Background: an optimization exercise with open tools, aiming at small area and few clock cycles. Do not read the settings as production practice.
The RTL was checked by simulation tests, not by an equivalence proof against the original design.
Power and IR drop assume default switching activity.

--- flow/config.mk ---
export PLATFORM = sky130hd
export DESIGN_NAME = txfq
export DESIGN_NICKNAME = txfq
export VERILOG_FILES = /design/flow/design.v
export SDC_FILE = /design/flow/constraint.sdc
export NUM_CORES = 8
export LEC_CHECK = 0
export CAP_MARGIN = 20
export CORE_MARGIN = 2
export CORE_UTILIZATION = 35
export SLEW_MARGIN = 20
export SYNTH_MEMORY_MAX_BITS = 16384
--- flow/constraint.sdc ---
create_clock -name core_clock -period 12.0 [get_ports {clk}]
set_input_delay 2.4000 -clock core_clock [delete_from_list [all_inputs] [get_ports {clk}]]
set_output_delay 2.4000 -clock core_clock [all_outputs]
set_load 0.01 [all_outputs]
--- flow/design.v ---
module txfq #(
    parameter RING      = 1024,          
    parameter MAXP      = 256,           
    parameter TIMEOUT   = 50             
) (
    input  wire        clk,
    input  wire        rst,
    input  wire        cmd_valid,
    output wire        cmd_ready,
    input  wire [39:0] cmd_word,
    input  wire        wdata_valid,
    output wire        wdata_ready,
    input  wire [7:0]  wdata,
    output reg         rsp_valid,
    output reg  [47:0] rsp_word,
    output reg         rdata_valid,
    output reg  [7:0]  rdata,
    output wire        tx_valid,
    input  wire        tx_ready,
    output reg  [7:0]  tx_data,
    output wire        tx_last,
    input  wire        tx_busy,
    output wire        o_fsm_state,
    output wire [1:0]  o_retry_count,
    output wire [7:0]  o_pending_count,
    output wire [10:0] o_free_space,
    output wire        o_timer_active,
    output wire [2:0]  o_ev,
    output wire        o_send_busy
);
    localparam AW = $clog2(RING);        
    localparam UW = AW + 1;              
    localparam PW = $clog2(MAXP);        
    localparam OP_INIT  = 4'h0;
    localparam OP_RUN   = 4'h1;
    localparam OP_TICK  = 4'h2;
    localparam OP_ACK   = 4'h3;
    localparam OP_NACK  = 4'h4;
    localparam OP_WRITE = 4'h5;
    localparam OP_FETCH = 4'h6;
    localparam OP_COUNT = 4'h7;
    localparam ST_OK        = 3'd0;
    localparam ST_FULL      = 3'd1;
    localparam ST_TOO_LARGE = 3'd2;
    localparam ST_EMPTY     = 3'd3;
    localparam ST_ILLEGAL   = 3'd4;
    localparam S_IDLE  = 3'd0;
    localparam S_WHDR  = 3'd1;           
    localparam S_WPAY  = 3'd2;           
    localparam S_FHDR  = 3'd3;           
    localparam S_FPAY  = 3'd4;           
    localparam S_DEQ   = 3'd5;           
    localparam S_TX    = 3'd6;           
    reg [7:0]    buf_mem [0:RING-1];
    reg [AW-1:0] rd_ptr;
    reg [AW-1:0] wr_ptr;
    reg [UW-1:0] used;
    reg [7:0]    pending;
    reg          fsm_state;              
    reg [1:0]    retry_count;
    reg [6:0]    cur_src;
    reg          cur_ack;
    reg [7:0]    cur_type;
    reg [7:0]    cur_dircode;
    reg [15:0]   cur_len;
    reg [7:0]    cur_payload [0:MAXP-1];
    reg          ev_ack, ev_nack, ev_timeout;
    reg          timer_active;
    reg [31:0]   timer_start;
    reg          send_busy;
    reg [2:0]    state;
    reg [39:0]   cmd;                    
    reg [8:0]    idx;                    
    reg          fits;                   
    reg [7:0]    hdr [0:4];              
    reg [31:0]   crc;
    reg          r_dequeued;
    wire [15:0] cmd_len  = cmd[39:24];
    wire [31:0] cmd_now  = cmd[39:8];
    wire [8:0]  wr_end   = cmd_len[8:0] + 9'd5;     
    wire [8:0]  flen     = cur_len[8:0] + 9'd11;    
    assign cmd_ready   = (state == S_IDLE);
    assign wdata_ready = (state == S_WPAY) && (idx != wr_end);
    assign tx_valid    = (state == S_TX);
    assign tx_last     = (state == S_TX) && (idx == flen);
    assign o_fsm_state     = fsm_state;
    assign o_retry_count   = retry_count;
    assign o_pending_count = pending;
    assign o_free_space    = RING - used;
    assign o_timer_active  = timer_active;
    assign o_ev            = {ev_timeout, ev_nack, ev_ack};
    assign o_send_busy     = send_busy;
    function [31:0] crc32_byte;
        input [31:0] c;
        input [7:0]  b;
        integer k;
        reg [31:0] t;
        begin
            t = c ^ {24'd0, b};
            for (k = 0; k < 8; k = k + 1)
                t = t[0] ? ((t >> 1) ^ 32'hEDB88320) : (t >> 1);
            crc32_byte = t;
        end
    endfunction
    wire [AW-1:0] rd_addr = rd_ptr + idx;
    wire [7:0]    rd_byte = buf_mem[rd_addr];
    reg          mem_we;
    reg [AW-1:0] mem_waddr;
    reg [7:0]    mem_wdata;
    always @(*) begin
        mem_we    = 1'b0;
        mem_waddr = wr_ptr + idx;
        mem_wdata = wdata;
        if (state == S_WHDR && fits) begin
            mem_we = 1'b1;
            case (idx[2:0])
                3'd0:    mem_wdata = {cmd[11], cmd[10:4]};
                3'd1:    mem_wdata = cmd[19:12];
                3'd2:    mem_wdata = cmd[20] ? 8'hBB : 8'hAA;
                3'd3:    mem_wdata = cmd_len[7:0];
                default: mem_wdata = cmd_len[15:8];
            endcase
        end else if (state == S_WPAY && idx != wr_end && wdata_valid && fits) begin
            mem_we = 1'b1;
        end
    end
    always @(posedge clk) begin
        if (mem_we)
            buf_mem[mem_waddr] <= mem_wdata;
    end
    wire [31:0] crc_out = ~crc;
    wire [8:0]  pay_end = cur_len[8:0] + 9'd6;       
    always @(*) begin
        if (idx == 9'd0)                tx_data = 8'h7F;
        else if (idx == 9'd1)           tx_data = 8'hFF;
        else if (idx == 9'd2)           tx_data = cur_type;
        else if (idx == 9'd3)           tx_data = cur_dircode;
        else if (idx == 9'd4)           tx_data = cur_len[7:0];
        else if (idx == 9'd5)           tx_data = cur_len[15:8];
        else if (idx < pay_end)         tx_data = cur_payload[idx[PW-1:0] - 3'd6];
        else if (idx == pay_end)        tx_data = crc_out[7:0];
        else if (idx == pay_end + 9'd1) tx_data = crc_out[15:8];
        else if (idx == pay_end + 9'd2) tx_data = crc_out[23:16];
        else if (idx == pay_end + 9'd3) tx_data = crc_out[31:24];
        else if (idx == pay_end + 9'd4) tx_data = 8'hDF;
        else                            tx_data = 8'hDE;
    end
    wire [UW-1:0] rec_size = cmd_len[UW-1:0] + 5;    
    wire [8:0] deq_len  = (idx == 9'd4) ? {rd_byte[0], cur_len[7:0]} : cur_len[8:0];
    wire       deq_last = (idx >= 9'd4) && (idx == deq_len + 9'd4);
    task start_tx;
        begin
            ev_ack     <= 1'b0;
            ev_nack    <= 1'b0;
            ev_timeout <= 1'b0;
            timer_active <= 1'b0;
            fsm_state  <= 1'b1;
            idx        <= 9'd0;
            crc        <= 32'hFFFFFFFF;
            state      <= S_TX;
        end
    endtask
    task respond;
        input [47:0] w;
        begin
            rsp_valid <= 1'b1;
            rsp_word  <= w;
            state     <= S_IDLE;
        end
    endtask
    always @(posedge clk) begin
        rsp_valid   <= 1'b0;
        rdata_valid <= 1'b0;
        if (rst) begin
            state        <= S_IDLE;
            rsp_word     <= 48'd0;
            rd_ptr       <= {AW{1'b0}};
            wr_ptr       <= {AW{1'b0}};
            used         <= {UW{1'b0}};
            pending      <= 8'd0;
            fsm_state    <= 1'b0;
            retry_count  <= 2'd0;
            ev_ack       <= 1'b0;
            ev_nack      <= 1'b0;
            ev_timeout   <= 1'b0;
            timer_active <= 1'b0;
            send_busy    <= 1'b0;
            idx          <= 9'd0;
        end else begin
            case (state)
            S_IDLE: if (cmd_valid) begin
                cmd <= cmd_word;
                idx <= 9'd0;
                r_dequeued <= 1'b0;
                case (cmd_word[3:0])
                OP_INIT: begin
                    rd_ptr       <= {AW{1'b0}};
                    wr_ptr       <= {AW{1'b0}};
                    used         <= {UW{1'b0}};
                    pending      <= 8'd0;
                    fsm_state    <= 1'b0;
                    retry_count  <= 2'd0;
                    ev_ack       <= 1'b0;
                    ev_nack      <= 1'b0;
                    ev_timeout   <= 1'b0;
                    timer_active <= 1'b0;
                    send_busy    <= 1'b0;
                    respond({45'd0, ST_OK});
                end
                OP_RUN: begin
                    if (fsm_state == 1'b0) begin
                        if (pending != 8'd0)
                            state <= S_DEQ;
                        else
                            respond({45'd0, ST_OK});
                    end else if (ev_ack) begin
                        ev_ack <= 1'b0; ev_nack <= 1'b0; ev_timeout <= 1'b0;
                        timer_active <= 1'b0;
                        fsm_state    <= 1'b0;
                        respond({39'd0, 1'b0, 1'b1, 2'd0, 1'b0, 1'b0, ST_OK});    
                    end else if (ev_nack) begin
                        start_tx;
                    end else if (ev_timeout) begin
                        if (retry_count < 2'd2) begin
                            retry_count <= retry_count + 2'd1;
                            start_tx;
                        end else begin
                            ev_ack <= 1'b0; ev_nack <= 1'b0; ev_timeout <= 1'b0;
                            timer_active <= 1'b0;
                            fsm_state    <= 1'b0;
                            respond({39'd0, 1'b1, 1'b0, 2'd0, 1'b0, 1'b0, ST_OK});  
                        end
                    end else begin
                        respond({45'd0, ST_OK});
                    end
                end
                OP_TICK: begin
                    if (timer_active && (cmd_word[39:8] - timer_start) >= TIMEOUT) begin
                        ev_timeout   <= 1'b1;
                        timer_active <= 1'b0;
                    end
                    respond({45'd0, ST_OK});
                end
                OP_ACK: begin
                    ev_ack <= 1'b1;
                    respond({45'd0, ST_OK});
                end
                OP_NACK: begin
                    ev_nack <= 1'b1;
                    respond({45'd0, ST_OK});
                end
                OP_WRITE: begin
                    if (cmd_word[39:24] > MAXP) begin
                        respond({45'd0, ST_TOO_LARGE});
                    end else begin
                        fits  <= (RING - used) >= (cmd_word[24+UW-1:24] + 5);
                        state <= S_WHDR;
                    end
                end
                OP_FETCH: begin
                    if (pending == 8'd0)
                        respond({45'd0, ST_EMPTY});
                    else
                        state <= S_FHDR;
                end
                OP_COUNT: begin
                    respond({32'd0, pending, 5'd0, ST_OK});
                end
                default: begin
                    respond({45'd0, ST_ILLEGAL});
                end
                endcase
            end
            S_WHDR: begin
                idx <= idx + 9'd1;
                if (idx == 9'd4)
                    state <= S_WPAY;
            end
            S_WPAY: begin
                if (idx == wr_end) begin
                    if (fits) begin
                        wr_ptr  <= wr_ptr + rec_size[AW-1:0];
                        used    <= used + rec_size;
                        pending <= pending + 8'd1;
                        respond({45'd0, ST_OK});
                    end else begin
                        respond({45'd0, ST_FULL});
                    end
                end else if (wdata_valid) begin
                    idx <= idx + 9'd1;
                end
            end
            S_FHDR: begin
                hdr[idx[2:0]] <= rd_byte;
                idx <= idx + 9'd1;
                if (idx == 9'd4)
                    state <= S_FPAY;
            end
            S_FPAY: begin
                if (idx == {hdr[4][0], hdr[3]} + 9'd5) begin
                    respond({4'd0, hdr[4], hdr[3], hdr[2], hdr[1], hdr[0], 1'b0, ST_OK});
                end else begin
                    rdata_valid <= 1'b1;
                    rdata       <= rd_byte;
                    idx         <= idx + 9'd1;
                end
            end
            S_DEQ: begin
                case (idx)
                    9'd0: {cur_ack, cur_src} <= rd_byte;
                    9'd1: cur_type    <= rd_byte;
                    9'd2: cur_dircode <= rd_byte;
                    9'd3: cur_len[7:0]  <= rd_byte;
                    9'd4: cur_len[15:8] <= rd_byte;
                    default: cur_payload[idx[PW-1:0] - 3'd5] <= rd_byte;
                endcase
                if (deq_last) begin
                    rd_ptr      <= rd_ptr + idx + 1'b1;
                    used        <= used - (idx + 9'd1);
                    pending     <= pending - 8'd1;
                    retry_count <= 2'd0;
                    r_dequeued  <= 1'b1;
                    start_tx;
                end else begin
                    idx <= idx + 9'd1;
                end
            end
            S_TX: begin
                if (tx_ready) begin
                    if (idx >= 9'd2 && idx < pay_end)
                        crc <= crc32_byte(crc, tx_data);
                    if (tx_last) begin
                        if (tx_busy)
                            send_busy <= 1'b1;
                        if (cur_ack) begin
                            timer_start  <= cmd_now;
                            timer_active <= 1'b1;
                            respond({39'd0, 1'b0, 1'b0, tx_busy ? 2'd2 : 2'd1, r_dequeued, 1'b0, ST_OK});
                        end else begin
                            fsm_state <= 1'b0;
                            respond({39'd0, 1'b0, 1'b1, tx_busy ? 2'd2 : 2'd1, r_dequeued, 1'b0, ST_OK});
                        end
                    end else begin
                        idx <= idx + 9'd1;
                    end
                end
            end
            default: state <= S_IDLE;
            endcase
        end
    end
endmodule
--- flow/run.sh ---
#!/bin/bash
# synth_recipe.tcl (not shown) runs the flow's synth.tcl, then flattens the netlist and writes it again
# the make line also repeats each setting of config.mk as NAME=value (left out here)
make -C /OpenROAD-flow-scripts/flow DESIGN_CONFIG=/design/flow/config.mk WORK_HOME=/design/flow/orfs CLKGATE_MAP_FILE= SYNTH_SCRIPT=/design/flow/synth_recipe.tcl finish
==> run_results.csv <==
group,metric,value,unit
detailed_routing,via_count,198000,
power,swShare,24.2,%
place,place.gp.congestion,0.849,
power,clock_power_share,38.9,%
power,power.net_switching,20700,uW
logic_synthesis,synth_ff_type,"edfxtp_1",
clock_network,clock_path_buffers,5,
setup_path,path_class,"reg -> out",
run_status,outcome,"finished clean",
setup_path,crit_path_end_kind,"output pin",
setup_path,critPathLaunchType,"flip-flop",
finish,syn2layout_area_growth,13.7,%
timing,whs,420,ps
detailed_routing,finalWirelength,1100000,um
setup_path,endpoint,"tx_data[4]",
logic_synthesis,synth-seq-area-share,75.9,%
clock_network,cts_setup_buffers,0,
timing,skew,80.0,ps
detailed_routing,drc,0,
timing,worstMarginPinSlew,1410,ps
setup_path,r2r_cells,14,
setup_path,reg2reg_to,"cur_payload[59][0]",
clock_network,cts_root_buffer,"clkbuf_16",
global_routing,grt_max_degree,201,
timing,maxSlewHeadroom,5.72,%
logic_synthesis,syn_avg_cell_area,22.3,um^2
power,leakagePower,0.140,uW
timing,setup_violations,0,
clock_network,cts_hold_buf,0,
finish,final_cell_mix,"edfxtp_1 (10400), mux4_2 (3245), nor2_1 (1426), clkbuf_16 (1122), buf_4 (374)",
global_routing,grt_pass1_wl,1550000,um
clock_network,cts_tree,"built",
floorplanning,core.rowCount,400,
floorplanning,die_w,1090,um
power,intPower,64800,uW
power,peakVddDrop,0.000152,V
finish,final_common_cell,"edfxtp_1",
setup_path,reg2reg_slack,3340,ps
clock_network,cts_resized,0,
detailed_routing,via_per_inst,5.52,
clock_network,clk_latency,1240,ps
floorplanning,ios,151,
global_routing,antenna_found_initial,69,
logic_synthesis,synth-seq-cells,10500,
finish,drive_gt1_share,27.0,%
detailed_routing,drtAntennaViolNets,0,
flow_run,drv_cap,0,
setup_path,worst_ep_required_time,9600,ps
global_routing,grt_pass1_vias,200000,
place,pre_cts_ws,2630,ps
global_routing,grt.overflow.total,0,
setup_path,crit_fanout,126,
place,dpl.hpwl,651000,um
clock_network,cts_made_buffers,1090,
setup_path,rr_startpoint,"idx[0]",
timing,period_minus_slack,10750,ps
timing,grt_setup_unrepaired,"false",
timing,fin_ws,1250,ps
logic_synthesis,syn_area,415000,um^2
detailed_routing,wl_per_cell,30.6,um
timing,hold_viol,0,
setup_path,worst_ep_arrival_time,8350,ps
finish,final_util,39.8,%
floorplanning,die_h,1090,um
clock_network,clkTransAtPathRegs,60,ps
timing,fmax,93.0,MHz
floorplanning,core-area,1180000,um^2
power,pwr-share-seq,48.1,%
finish,nets,19400,
timing,maxSlewViolCount,0,
setup_path,critPathLaunch,"idx[1]",
floorplanning,start_util,35.0,%
timing,tns,0,ps
power,p_per_area,181,nW/um^2
timing,finalCritPeriodShare,89.6,%
detailed_routing,drt_pass1_iterations,6,
power,p_total,85400,uW
logic_synthesis,ys.warnings.count,1,
floorplanning,dieArea,1190000,um^2
clock_network,cts_max_level,7,
logic_synthesis,synthCells,18600,
logic_synthesis,ys_types,115,
logic_synthesis,async_reset_ff_share,0,%
global_routing,gr-usage-all-layers,17.9,%
logic_synthesis,synth_edf_count,10400,
power,p_comb_share,12.9,%
detailed_routing,drt_iter0_drc,25000,
min_path,hold_class,"reg -> reg",
place,io_buffer_count,145,
clock_network,cts_num_sinks,10500,
==> logic make-up after synthesis <==
logic type	after synthesis	synth area share, %
AO/OA/AOI/OAI	622	1.02
XOR/XNOR	242	0.576
adder cells (fa/ha/maj)	143	0.443
buffers and inverters	1216	1.31
flip-flops	10500	75.9
multiplexers	3543	18.4
other	1	0.000904
AND/OR/NAND/NOR	2340	2.36
==> area by class of cell <==
class                    count  area [um^2]
well taps                15700        19600
repair buffers             616         6220
multi-input cells         6895        95400
flip-flops and latches   10500       315000
clock buffers             1362        29000
fillers                 103000       713000
diodes                      49          123
inverters                  119          454
clock inverters            591         5690
==> metrics by stage <==
step / instances / cell area (um^2)
2_1_floorplan: 18600 / 415000
3_3_place_gp: 33800 / 436000
3_5_place_dp: 33800 / 437000
4_1_cts: 35800 / 471000
5_1_grt: 35800 / 472000
6_report: 35800 / 472000
==> cells in the mapped netlist (all sizes together), types with 89 or more instances <==
master / n / area, um^2
edfxtp: 10400 / 313000
mux4: 3252 / 73300
nor2: 1483 / 5570
clkbuf: 641 / 2410
buf: 456 / 2560
nand2: 394 / 1480
mux2i: 286 / 2860
a21oi: 184 / 951
xnor2: 164 / 1500
nand3: 157 / 791
ha: 135 / 1690
inv: 116 / 435
dfxtp: 104 / 2080
o21ai: 89 / 445
==> power groups by stage <==
stage	sequential, uW	combinational, uW	clock [uW]
3_5_place_dp	41900	11200	0
2_1_floorplan	42300	7440	0
6_report	41100	11100	33300
3_3_place_gp	41900	11100	0
4_1_cts	41100	11200	33700
5_1_grt	41100	11700	35100
==> registers in the layout, indices dropped and copies added (netlist names), 2 cells and up <==
signal and flops:
rsp_word 43, cur_dircode 8, hdr 40, cmd 36
timer_start 32, idx 9, rd_ptr 10, cur_type 8
crc 32, cur_payload 2048, used 11, cur_len 16
retry_count 2, state 3, wr_ptr 10, rdata 8
pending 8, buf_mem 8192
==> critical path, cell delays in order, from the launching register on <==
cell and delay (ps):
dfxtp_4 400, clkinv_1 710, buf_4 520, ha_4 840
buf_12 510, mux4_2 420, mux4_2 570, and4_1 250
a31oi_1 320, o2111ai_1 340, and4_1 300, and2_1 180
nor3_1 300, o21ai_1 320, buf_4 250, clkdlybuf4s50_1 530
==> routing by layer <==
layer	share of wire (%)	vias up	GRT usage (%)
li1	-	79700	-
met1	40	108000	24.6
met2	49	8821	29.0
met3	8.2	1540	3.22
met4	3.3	8	5.89
met5	0.0047	-	0
==> worst min-delay path by stage <==
stage          startpoint         endpoint  slack (ps)  depth (start not counted)
3_3_place_gp      cmd[21]  timer_start[13]         410                          0
5_1_grt           cmd[23]  timer_start[15]         440                          0
4_1_cts           cmd[21]  timer_start[13]         420                          0
3_5_place_dp      cmd[21]  timer_start[13]         410                          0
6_report          cmd[21]  timer_start[13]         420                          0
2_1_floorplan     cmd[21]  timer_start[13]         400                          0
Testbench counts, summed over its fixed seeds: cycles 483,136.

==> static timing again, ports no longer ideal <==
How much do the figures lean on ideal ports? The routed layout below was timed once more, with nothing changed but the port constraints.
Step 1 sets driving cells, clkbuf_16 on the clock port and buf_2 on the other inputs (assumed; they add their load-dependent delay and slew).
Step 2, shift: input delay + t, output delay - t, t = (earliest + latest rising clock arrival at the registers) / 2. This alone moves slack from input paths to output paths.
Slacks: ideal ports / drivers / drivers and shift; pairs: ideal ports / drivers.
shift t [ns]: 1.341
setup slack, ns: 1.250 / 1.116 / 2.457
worst register clock-pin slew, ns: 0.07 / 0.07
After both steps this run still meets setup and hold. For this run, drivers alone change the setup slack by -0.134 ns; drivers and shift together by +1.207 ns.
